Context: an optimization exercise on an open-source flow, tuned for small area, a short achievable clock period and few clock cycles per item. The choices shown serve that exercise and are no tape-out recipe.
At most, simulation tests tie the RTL to the original design; equivalence was not proved.

// echo_engine
module echo_engine (
    input  wire        clk,
    input  wire        rst,         
    input  wire        cfg_we,
    input  wire [4:0]  cfg_addr,
    input  wire [31:0] cfg_wdata,
    output reg         cfg_err,     
    input  wire        in_valid,
    output wire        in_ready,
    input  wire [1:0]  in_op,       
    input  wire [15:0] in_data,
    output wire        out_valid,
    input  wire        out_ready,
    output wire [15:0] out_data
);
Settings: LEC_CHECK=0, CAP_MARGIN=20, CORE_MARGIN=2, CORE_UTILIZATION=40, CTS_CLUSTER_DIAMETER=60, CTS_CLUSTER_SIZE=32, PLACE_DENSITY=0.6, SLEW_MARGIN=20; clock period 10.5 ns.
standard.sh (not shown) runs the stock make flow with config.mk's settings and CLKGATE_MAP_FILE= SYNTH_SCRIPT=/design/flow/synth_recipe.tcl, a recipe that flattens the netlist after the stock synthesis.
==> flow/flow/run.sh <==
#!/bin/bash
set -euo pipefail
MARGIN=$(cat flow/margin.txt)
bash standard.sh SETUP_SLACK_MARGIN=$MARGIN finish > flow_make.log 2>&1
==> flow/flow/margin.txt <==
6.6
The starting point passed the timing, DRC and antenna checks.
Next try:
==> flow/flow/margin.txt (replaced) <==
6.0
Settings changed: CTS_CLUSTER_DIAMETER 60 to 70, CTS_CLUSTER_SIZE 32 to 24.
Die area is unchanged.
Utilization falls by 1.9 points.
Synthesized area does not change.
Design area shrinks by 4.1%.
Routed wire length is lower by 5.3%.
Critical path depth is unchanged.
Function was not checked in any run of this note: the RTL went through the layout flow alone.

========
echo_engine, a different RTL version from the one above (not shown whole).
Size in the first run: roughly 1500 flip-flops, roughly 79 I/O pins, roughly 59000 um2 of cells after synthesis.
export LEC_CHECK = 0
export CAP_MARGIN = 20
export CORE_MARGIN = 2
export CORE_UTILIZATION = 40
export CTS_CLUSTER_DIAMETER = 70
export CTS_CLUSTER_SIZE = 24
export PLACE_DENSITY = 0.6
export SLEW_MARGIN = 20
create_clock -name core_clock -period 10.5 [get_ports {clk}]
==> flow/flow/run.sh <==
#!/bin/bash
# Standard ORFS layout through the standard.sh (the standard synthesis script, so
# the same registers), with these changes to how the layout is made:
#  - clock tree synthesis without dummy loads;
#  - buf_4 cells as the port buffers;
#  - no full or half adder cells from synthesis (abc maps the adders as plain gates).
set -euo pipefail
MARGIN=$(cat flow/margin.txt)
bash standard.sh SETUP_SLACK_MARGIN=$MARGIN \
  "CTS_ARGS=-sink_clustering_enable -repair_clock_nets -sink_clustering_size 20 -sink_clustering_max_diameter 70 -dont_use_dummy_load" \
  "BUFFER_PORTS_ARGS=-buffer_cell sky130_fd_sc_hd__buf_4" \
  ADDER_MAP_FILE= \
  finish > flow_make.log 2>&1
==> flow/flow/margin.txt <==
6.9
Testbench counts at the start, summed over its fixed seeds: cycles 32,976, items 32,000.
==> next run, changes <==
==> flow/flow/run.sh (replaced) <==
#!/bin/bash
set -euo pipefail
MARGIN=$(cat flow/margin.txt)
bash standard.sh SETUP_SLACK_MARGIN=$MARGIN \
  "CTS_ARGS=-sink_clustering_enable -repair_clock_nets -sink_clustering_size 24 -sink_clustering_max_diameter 70 -dont_use_dummy_load" \
  finish > flow_make.log 2>&1
==> flow/flow/margin.txt (replaced) <==
6.6
What happened:
- utilization falls by 0.21 points
- routed wire length falls by a little under a tenth
- worst hold slack gets better by 26 ps
- cell count falls by a little under a tenth
- clock-buffer cell count falls by 10
==> next run, changes <==
==> flow/flow/run.sh (replaced) <==
#!/bin/bash
set -euo pipefail
MARGIN=$(cat flow/margin.txt)
bash standard.sh SETUP_SLACK_MARGIN=$MARGIN \
  "CTS_ARGS=-sink_clustering_enable -repair_clock_nets -sink_clustering_size 24 -sink_clustering_max_diameter 70 -dont_use_dummy_load" \
  "BUFFER_PORTS_ARGS=-buffer_cell sky130_fd_sc_hd__buf_4" \
  ADDER_MAP_FILE= \
  finish > flow_make.log 2>&1
==> flow/flow/margin.txt (replaced) <==
7.2
The changed run went through all stages and came out clean.
Clock skew climbs by 61 ps.
Register-to-register slack improves by 550 ps.
Flip-flop and latch count stays the same.
Synthesized cell count rose by 14%.
Via count climbs by 15%.
Final cell count increases by 11%.
Setup slack is better by 530 ps.
First-iteration DRC count grows by 7.1%.
Utilization rises by 2.2 points.

## what the ideal ports hide
Ports are ideal in the flow. The routed layouts listed here were re-timed in OpenROAD. Step 1, drivers: a clkbuf_16 drives clk and a buf_2 each remaining input, both assumed. Step 2 times the ports against the registers' clock, not the clock port: input delays grow and output delays shrink by t, the midpoint of the rising clock arrivals with the driver on. a / b / c = ideal / step 1 / step 2; a / b = the first two.
| run | t, ns | setup slack, ns | worst register clock-pin slew, ns | worst slew at a driven data input, ns |
|---|---|---|---|---|
| the first run of note 1 | 0.790 | 6.330 / 6.330 / 5.708 | 0.10 / 0.10 | 0.16 |
| the second run of note 1 | 0.796 | 6.114 / 6.114 / 5.405 | 0.10 / 0.10 | 0.12 |
| the first run of note 2 | 0.777 | 6.919 / 6.840 / 6.251 | 0.08 / 0.08 | 0.14 |
| the second run of note 2 | 0.738 | 6.431 / 6.431 / 5.830 | 0.09 / 0.09 | 0.14 |
| the third run of note 2 | 0.764 | 6.959 / 6.876 / 6.264 | 0.09 / 0.09 | 0.12 |
After both steps every run listed still meets setup and hold. The setup slack of the second run of note 1, which loses most, moves by 0.000 ns with the drivers and by -0.709 ns with both steps.
